What follows belongs to an exercise in optimizing a design on an open flow for small area and few clock cycles; a production flow would make more cautious choices.
Only simulation tests tie the RTL to the original design; equivalence was not proved.
No activity file was given, so power comes from the tool's default toggle rates.

==> v4 <==
==> flow/design.v <==
module mtfd (
    input  wire        clk,
    input  wire        rst,
    input  wire        abort,
    input  wire        arm,
    input  wire        rx_fault,
    input  wire        rx_valid,
    input  wire        tick,
    input  wire [7:0]  rx_data,
    input  wire [31:0] timeout_load,
    input  wire [7:0]  pay_addr,
    output wire        ready,
    output wire [2:0]  st,
    output wire        busy,
    output wire        done,
    output wire        frame_valid,
    output wire [3:0]  flags,
    output wire [7:0]  r_len,
    output wire [15:0] r_cmd,
    output wire [7:0]  r_fcs,
    output wire [1:0]  r_class,
    output wire [7:0]  pay_data,
    output wire [31:0] budget,
    output wire        v_valid,
    output wire        v_malformed,
    output wire [7:0]  v_transport_rev,
    output wire [7:0]  v_product_id,
    output wire [7:0]  v_major,
    output wire [7:0]  v_minor,
    output wire [7:0]  v_patch,
    output wire [15:0] v_build_rev,
    output wire [1:0]  v_chip,
    output wire [1:0]  v_compat
);
    localparam [7:0] START_BYTE = 8'hFE;
    localparam [7:0] LEN_MAX_RX = 8'd250;
    localparam integer DEPTH = 256;
    localparam [2:0] S_IDLE = 3'd0, S_AWAIT = 3'd1, S_SUCCESS = 3'd2,
                     S_TIMEOUT = 3'd3, S_PERR = 3'd4;
    localparam integer F_SKIP = 0, F_CSERR = 1, F_LENERR = 2, F_TRAIL = 3;
    reg [2:0]          st_q;
    reg [7:0]          blen_q;     
    reg [7:0]          rp_q;       
    reg [7:0]          acc_q;      
    reg [3:0]          flags_q;
    reg [31:0]         budget_q;
    reg                tick_pend_q;  
    reg [7:0]          len_q;      
    reg [15:0]         cmd_q;      
    reg [8*7-1:0]      vp_q;       
    reg [3:0]          cf_q;       
    reg [7:0]          fe_q;       
    reg                fev_q;      
    reg [7:0]          snap_q;     
    reg [7:0]          lenb_q;     
    reg                bdone_q;    
    reg                fbv_q;      
    reg [1:0]          bpf_q;      
    reg [8*DEPTH-1:0]  ring_q;     
    reg [7:0]          ph_q;       
    reg [7:0]          m_q;        
    reg                held_q;     
    reg [7:0]          h_q;
    reg                cp_q;       
    reg [7:0]          cj_q;       
    reg [7:0]          mn_q;       
    assign busy        = (st_q == S_AWAIT);
    assign frame_valid = (st_q == S_SUCCESS);
    assign done        = (st_q == S_SUCCESS) || (st_q == S_TIMEOUT) ||
                         (st_q == S_PERR);
    wire replaying = busy && (rp_q != blen_q);
    wire need_fill = frame_valid && (cf_q <= 4'd10) &&
                     ({4'd0, cf_q} < {1'b0, len_q} + 9'd4);
    assign ready = !replaying && !need_fill && !held_q;
    wire fill = !replaying && !held_q && (busy || need_fill) &&
                (cf_q <= 4'd10) &&
                ({4'd0, cf_q} < rp_q);
    wire [7:0] base  = ph_q - m_q;
    wire [7:0] cj    = cp_q ? cj_q : 8'd1;
    wire [7:0] roff  = held_q ? cj :
                       replaying ? rp_q :
                       (frame_valid && !need_fill) ? (pay_addr + 8'd4) :
                       {4'd0, cf_q};
    wire [7:0] rpos  = base - roff;
    wire [7:0] rbyte = ring_q[rpos*8 +: 8];
    wire [7:0] blen1 = blen_q - 8'd1;
    wire       h_fit = (base + 8'd1 == blen1);          
    wire [7:0] wcost = blen1 - base - 8'd1;             
    wire       copy  = held_q && (cp_q || (!h_fit && blen1 <= wcost));
    wire       h_put = held_q && (copy ? (cj == blen1) : h_fit);
    wire       word = !rst && ready;
    reg  [2:0] st_w;
    always @(*) begin
        st_w = st_q;
        if (abort) st_w = S_IDLE;
        if (arm)   st_w = S_AWAIT;
        if (rx_fault && st_w == S_AWAIT) st_w = S_PERR;
    end
    wire incoming = word && rx_valid && (st_w == S_AWAIT);
    wire proc     = !rst && !held_q && (replaying || incoming);
    wire [7:0] b  = incoming ? rx_data : rbyte;
    wire       clr  = word && arm;                   
    wire [7:0] idx  = clr ? 8'd0 : rp_q;             
    wire [7:0] idx1 = idx + 8'd1;
    wire [7:0] ball = (clr ? 8'd0 : blen_q) + {7'd0, incoming};
    wire       isfe = (b == START_BYTE);
    wire       empty = clr || (blen_q == 8'd0);
    wire       fit   = empty || (base + 8'd1 == blen_q);
    wire       hunt   = (idx == 8'd0);
    wire [7:0] cl     = (idx == 8'd1) ? b : len_q;
    wire       lenerr = (idx == 8'd1) && (b > LEN_MAX_RX);
    wire       atfcs  = !lenerr && (idx == cl + 8'd4);
    wire       pass   = atfcs && (b == acc_q);
    wire       cut    = lenerr || (atfcs && !pass);
    wire [7:0] relb1 = idx1 - fe_q;              
    wire       b_len = (relb1 == 8'd2);          
    wire       b_fcs = !bdone_q && !b_len && (relb1 == lenb_q + 8'd5);
    wire       b_lenerr = b_len && (b > LEN_MAX_RX);
    wire       b_cserr  = b_fcs && (b != (acc_q ^ snap_q));
    reg  [7:0] fe_e, snap_e, lenb_e;
    reg  [1:0] bpf_e;
    reg        fev_e, fbv_e, bdone_e, newb;
    always @(*) begin
        fe_e    = fe_q;
        fev_e   = fev_q;
        snap_e  = snap_q;
        lenb_e  = b_len ? b : lenb_q;
        bdone_e = bdone_q || b_lenerr || b_fcs;
        fbv_e   = fbv_q;
        bpf_e   = bpf_q;
        newb    = !fev_q && isfe;
        if (fev_q) begin
            if ((b_lenerr || b_cserr) && !fbv_q) begin
                bpf_e = bpf_q | {b_cserr, b_lenerr};
                fev_e = 1'b0;
                newb  = isfe;
            end else if (isfe) begin
                fbv_e = 1'b1;
            end
        end
        if (newb) begin
            fe_e    = idx;
            fev_e   = 1'b1;
            snap_e  = acc_q ^ b;
            bdone_e = 1'b0;
            fbv_e   = 1'b0;
        end
    end
    reg [2:0]  st_n;
    reg [7:0]  blen_n;
    reg [7:0]  dsub;        
    reg [7:0]  rp_n;
    reg [7:0]  acc_n;
    reg [3:0]  flags_n;
    reg [31:0] budget_n;
    reg        tick_pend_n;
    reg [3:0]  cf_n;
    reg        fev_n;
    reg        swap;        
    reg        tick_req;
    always @(*) begin
        st_n        = st_q;
        rp_n        = rp_q;
        acc_n       = acc_q;
        flags_n     = flags_q;
        budget_n    = budget_q;
        cf_n        = cf_q;
        fev_n       = fev_q;
        dsub        = 8'd0;
        swap        = 1'b0;
        tick_pend_n = 1'b0;
        tick_req    = replaying ? tick_pend_q : (word && tick);
        if (fill)
            cf_n = cf_q + 4'd1;
        if (rst) begin
            st_n     = S_IDLE;
            flags_n  = 4'd0;
            budget_n = 32'd0;
        end else if (word) begin
            if (abort) begin
                flags_n  = 4'd0;
                budget_n = 32'd0;
            end
            if (arm) begin
                rp_n     = 8'd0;
                flags_n  = 4'd0;
                budget_n = timeout_load;
            end
            st_n = st_w;
            if (rx_valid && st_w == S_SUCCESS)
                flags_n[F_TRAIL] = 1'b1;
        end
        if (proc) begin
            if (hunt) begin
                if (isfe) begin
                    rp_n = 8'd1;
                end else begin
                    flags_n[F_SKIP] = 1'b1;
                    dsub = 8'd1;
                end
                acc_n = 8'd0;
                fev_n = 1'b0;
                cf_n  = 4'd2;
            end else if (pass) begin
                st_n = S_SUCCESS;
                if (idx1 != ball)
                    flags_n[F_TRAIL] = 1'b1;
                rp_n = ball;
            end else if (cut) begin
                flags_n[F_SKIP] = 1'b1;
                if (lenerr || bpf_e[0])
                    flags_n[F_LENERR] = 1'b1;
                if (atfcs || bpf_e[1])
                    flags_n[F_CSERR] = 1'b1;
                cf_n  = 4'd2;
                fev_n = 1'b0;
                acc_n = 8'd0;
                if (fev_e) begin
                    dsub = fe_e;
                    if (!bdone_e && !fbv_e) begin
                        swap  = 1'b1;
                        acc_n = acc_q ^ b ^ snap_e;
                        rp_n  = newb ? 8'd1 : relb1;
                    end else begin
                        rp_n  = 8'd1;
                    end
                end else begin
                    dsub = idx1;
                    rp_n = 8'd0;
                end
            end else begin
                rp_n  = idx1;
                acc_n = acc_q ^ b;
                fev_n = fev_e;
                if (idx == {4'd0, cf_q} && cf_q <= 4'd10)
                    cf_n = cf_q + 4'd1;
            end
        end
        blen_n = ball - dsub;
        if (tick_req && st_n == S_AWAIT) begin
            if (rp_n != blen_n) begin
                tick_pend_n = 1'b1;
            end else if (budget_n[31:1] == 31'd0) begin
                budget_n = 32'd0;
                st_n     = S_TIMEOUT;
            end else begin
                budget_n = budget_n - 32'd1;
            end
        end
    end
    wire       capw = fill || (proc && idx == {4'd0, cf_q} && cf_q <= 4'd10);
    wire [7:0] capd = fill ? rbyte : b;
    always @(posedge clk) begin
        ph_q <= rst ? 8'd0 : ph_q + 8'd1;
        if (rst) begin
            held_q <= 1'b0;
            cp_q   <= 1'b0;
        end else if (held_q) begin
            if (h_put) begin
                held_q <= 1'b0;
                cp_q   <= 1'b0;
                if (copy) m_q <= cp_q ? mn_q : ph_q;
            end else if (copy) begin
                cp_q <= 1'b1;
                cj_q <= cj + 8'd1;
                if (!cp_q) mn_q <= ph_q;
            end
        end else if (proc) begin
            m_q <= (incoming && empty ? ph_q + 8'd1 : m_q) + dsub;
            if (incoming && !fit) begin
                h_q    <= rx_data;
                held_q <= (st_n == S_AWAIT) && (blen_n != 8'd0);
            end
        end
        st_q        <= st_n;
        blen_q      <= blen_n;
        rp_q        <= rp_n;
        acc_q       <= acc_n;
        flags_q     <= flags_n;
        budget_q    <= budget_n;
        tick_pend_q <= tick_pend_n;
        cf_q        <= cf_n;
        fev_q       <= fev_n;
        if (proc) begin
            fe_q   <= fe_e;
            snap_q <= snap_e;
            lenb_q <= lenb_e;
            bdone_q <= bdone_e;
            fbv_q  <= fbv_e;
            bpf_q  <= (hunt || cut) ? 2'd0 : bpf_e;
        end
        if (swap)
            len_q <= lenb_e;
        else if (proc && idx == 8'd1)
            len_q <= b;
        if (capw) begin
            case (cf_q)
                4'd2:  cmd_q[15:8] <= capd;
                4'd3:  cmd_q[7:0]  <= capd;
                4'd4:  vp_q[7:0]   <= capd;
                4'd5:  vp_q[15:8]  <= capd;
                4'd6:  vp_q[23:16] <= capd;
                4'd7:  vp_q[31:24] <= capd;
                4'd8:  vp_q[39:32] <= capd;
                4'd9:  vp_q[47:40] <= capd;
                4'd10: vp_q[55:48] <= capd;
                default: ;
            endcase
        end
    end
    wire [7:0] ring_in = (held_q && h_put) ? h_q :
                         held_q ? rbyte :
                         rx_data;
    wire       ring_w  = held_q ? (copy || h_put) : (proc && incoming && fit);
    always @(posedge clk)
        ring_q <= {ring_q[8*DEPTH-9:0],
                   ring_w ? ring_in : ring_q[8*DEPTH-1 -: 8]};
    assign st     = st_q;
    assign flags  = flags_q;
    assign budget = budget_q;
    assign r_len = len_q;
    assign r_cmd = cmd_q;
    assign r_fcs = acc_q;
    assign r_class = (r_cmd == 16'h6102) ? 2'd3 :
                     (r_cmd == 16'h2102) ? 2'd2 :
                     (r_cmd == 16'h4100) ? 2'd1 : 2'd0;
    assign pay_data = rbyte;
    wire is_vresp = frame_valid && (r_class == 2'd3);
    assign v_valid         = is_vresp && (r_len >= 8'd9);
    assign v_malformed     = is_vresp && (r_len <  8'd9);
    assign v_transport_rev = vp_q[7:0];
    assign v_product_id    = vp_q[15:8];
    assign v_major         = vp_q[23:16];
    assign v_minor         = vp_q[31:24];
    assign v_patch         = vp_q[39:32];
    assign v_build_rev     = {vp_q[55:48], vp_q[47:40]};
    assign v_chip = (v_product_id == 8'h00) ? 2'd2 :    
                    (v_product_id == 8'h01) ? 2'd3 :    
                    (v_product_id == 8'h02) ? 2'd1 :    
                                              2'd0;     
    assign v_compat = (v_product_id == 8'h00) ? 2'd2 :
                      (v_product_id == 8'h01 || v_product_id == 8'h02) ?
                          ((v_major >= 8'd2) ? 2'd1 : 2'd2) :
                          2'd0;
endmodule
==> flow/flow/run.sh <==
#!/bin/bash
# The standard layout (the standard.sh: ORFS with the standard synthesis),
# with two changes:
#  - the port buffers are buf_1 cells instead of ORFS's default choice;
#  - CTS inserts no dummy loads (same clustering as config.mk sets).
set -euo pipefail
export BUFFER_PORTS_ARGS="-buffer_cell sky130_fd_sc_hd__buf_1"
export CTS_ARGS="-sink_clustering_enable -repair_clock_nets -buf_list sky130_fd_sc_hd__clkbuf_8 -sink_clustering_size 18 -sink_clustering_max_diameter 60 -dont_use_dummy_load"
bash standard.sh > standard_flow.log 2>&1
==> flow/standard.sh <==
#!/bin/bash
# synth_recipe.tcl (not shown) runs the flow's synth.tcl, then flattens the netlist and writes it again
# the make line also repeats each setting of config.mk as NAME=value (left out here)
make -C /OpenROAD-flow-scripts/flow DESIGN_CONFIG=/design/flow/config.mk WORK_HOME=/design/flow/orfs CLKGATE_MAP_FILE= SYNTH_SCRIPT=/design/flow/synth_recipe.tcl "${@:-finish}"
==> flow/config.mk <==
export PLATFORM = sky130hd
export DESIGN_NAME = mtfd
export DESIGN_NICKNAME = mtfd
export VERILOG_FILES = /design/flow/design.v
export SDC_FILE = /design/flow/constraint.sdc
export NUM_CORES = 4
export LEC_CHECK = 0
export CAP_MARGIN = 20
export CORE_MARGIN = 2
export CORE_UTILIZATION = 70
export CTS_BUF_LIST = sky130_fd_sc_hd__clkbuf_8
export CTS_CLUSTER_DIAMETER = 60
export CTS_CLUSTER_SIZE = 18
export PLACE_DENSITY = 0.8
export SLEW_MARGIN = 20
==> flow/constraint.sdc <==
create_clock -name core_clock -period 12.0 [get_ports {clk}]
set_input_delay 2.4000 -clock core_clock [delete_from_list [all_inputs] [get_ports {clk}]]
set_output_delay 2.4000 -clock core_clock [all_outputs]
set_load 0.01 [all_outputs]
==> v20 (differences from v4) <==
--- a/flow/design.v
+++ b/flow/design.v
@@ -84,3 +84,5 @@
     wire [7:0] rpos  = base - roff;
-    wire [7:0] rbyte = ring_q[rpos*8 +: 8];
+    wire [DEPTH-1:0] rsel = {{(DEPTH-1){1'b0}}, 1'b1} << rpos;   
+    wire [7:0] rbyte;
+    mtfd_rmux u_rmux (.d(ring_q), .sel(rsel), .y(rbyte));
     wire [7:0] blen1 = blen_q - 8'd1;
@@ -345 +347,35 @@
 endmodule
+module mtfd_rmux (
+    input  wire [2047:0] d,
+    input  wire [255:0]  sel,
+    output wire [7:0]    y
+);
+    wire [8*85-1:0] gb;      
+    genvar g, k;
+    generate
+        for (g = 0; g < 85; g = g + 1) begin : g_grp
+            for (k = 0; k < 8; k = k + 1) begin : g_bit
+                mtfd_aoi3 u_aoi (
+                    .a0(d[(3*g)*8 + k]),   .s0(sel[3*g]),
+                    .a1(d[(3*g+1)*8 + k]), .s1(sel[3*g+1]),
+                    .a2(d[(3*g+2)*8 + k]), .s2(sel[3*g+2]),
+                    .yb(gb[g*8 + k]));
+            end
+        end
+    endgenerate
+    wire [7:0] last = d[255*8 +: 8] & {8{sel[255]}};
+    reg  [7:0] r;
+    integer i;
+    always @(*) begin
+        r = last;
+        for (i = 0; i < 85; i = i + 1)
+            r = r | ~gb[i*8 +: 8];
+    end
+    assign y = r;
+endmodule
+module mtfd_aoi3 (
+    input  wire a0, s0, a1, s1, a2, s2,
+    output wire yb
+);
+    assign yb = ~((a0 & s0) | (a1 & s1) | (a2 & s2));
+endmodule
--- a/flow/flow/run.sh
+++ b/flow/flow/run.sh
@@ -7,3 +7,3 @@
 export BUFFER_PORTS_ARGS="-buffer_cell sky130_fd_sc_hd__buf_1"
-export CTS_ARGS="-sink_clustering_enable -repair_clock_nets -buf_list sky130_fd_sc_hd__clkbuf_8 -sink_clustering_size 18 -sink_clustering_max_diameter 60 -dont_use_dummy_load"
+export CTS_ARGS="-sink_clustering_enable -repair_clock_nets -buf_list sky130_fd_sc_hd__clkbuf_8 -sink_clustering_size 15 -sink_clustering_max_diameter 80 -dont_use_dummy_load"
 bash standard.sh > standard_flow.log 2>&1
--- a/flow/config.mk
+++ b/flow/config.mk
@@ -9,7 +9,8 @@
 export CORE_MARGIN = 2
-export CORE_UTILIZATION = 70
+export CORE_UTILIZATION = 62
 export CTS_BUF_LIST = sky130_fd_sc_hd__clkbuf_8
-export CTS_CLUSTER_DIAMETER = 60
-export CTS_CLUSTER_SIZE = 18
-export PLACE_DENSITY = 0.8
+export CTS_CLUSTER_DIAMETER = 80
+export CTS_CLUSTER_SIZE = 15
+export PLACE_DENSITY = 0.75
 export SLEW_MARGIN = 20
+export SYNTH_HIERARCHICAL = 1
==> summary of the runs <==
- Of v20 and v4, v20 has the higher critical path depth (gap 16).
- v20 completed and failed the layout checks on setup timing. v4 produced a clean layout.
- Between v20 and v4, the lower worst hold slack is in v4 (gap 0.081 ns).
- In v4 the via count is lower than in v20, by about 6%.
- Between v20 and v4, the lower non-clock buffer count is in v4 (gap 474).
- Global-route usage: v20 is higher than v4 (1.3 points).
- Of v20 and v4, v20 has the higher clock power (gap about 4%, measured against v4).
- Against v4, the core utilization of v20 is lower by 3.2 points.
- Against v20, the sequential share of layout area of v4 is lower by 2.0 points.
- In v4 the synthesized cell count is higher than in v20, by about 7%.
- Count of clock-buffer cells in the layout: v4 is lower than v20 (19).
==> figures <==
item	v4	v20
Arrival time reported for the critical path endpoint	12.22 ns	13.30 ns
Final setup slack of the worst path	0.508 ns	-0.523 ns
Flip-flop and latch power	7.83 mW	7.75 mW
Clock latency reported for the late side of the worst-skew pair	0.91 ns	0.90 ns
Buffers, non-clock	565	1039
Cell depth of the worst flop-to-flop path	47	63
Pre-CTS setup slack	-0.444 ns	-1.98 ns
Result of the run	complete, no violations	complete, but fails checks
Violated checks	-	setup timing
Area fraction of the dominant cell type after synthesis	0.566	0.639
Total number of vias	45700	48800
Ant diodes	3	6
Worst R2R Setup Slack	0.51 ns	-0.52 ns
Capturing element of the worst setup path	budget_q[7]$_DFF_P_	budget_q[28]$_DFF_P_
Areal power density over the cells	224 nW/um^2	187 nW/um^2
Core area	106000 um^2	107000 um^2
Number of stages on the worst setup path	47	63
Final instance area	81300 um^2	78500 um^2
Total global-route track usage	0.333	0.346
Starting density of the core	0.709	0.622
Drt first-iter violations	4204	8089
Maximum number of pins on one net before global-route repair	116	47
Net count reported at finish	5935	6219
Testbench counts of v4, summed over its fixed seeds: cycles 25,212.
Testbench counts of v20, summed over its fixed seeds: cycles 25,212.

==> port drivers added, routing unchanged <==
The flow's constraints put no driver on any port. The routed layouts listed below were extracted and timed again, unchanged, in two steps. Step 1: set_driving_cell puts a clkbuf_16 on clk and a buf_2 on each other input, an assumption about the parent block. Step 2 also shifts input and output timing later by t, the mid clock arrival at the registers, as if the neighbouring blocks saw the same clock. Slacks: ideal / step 1 / step 2; pairs: ideal / step 1.
run	t, ns	setup WS [ns]	worst setup path at the end
v4	0.915	0.508 / 0.508 / -0.260	input to register
v20	0.918	-0.523 / -0.523 / -1.304	input to register
With both steps, setup timing fails in v4, where it was met with ideal ports. For v20, which loses most, drivers alone change the setup slack by 0.000 ns; drivers and shift together by -0.781 ns.
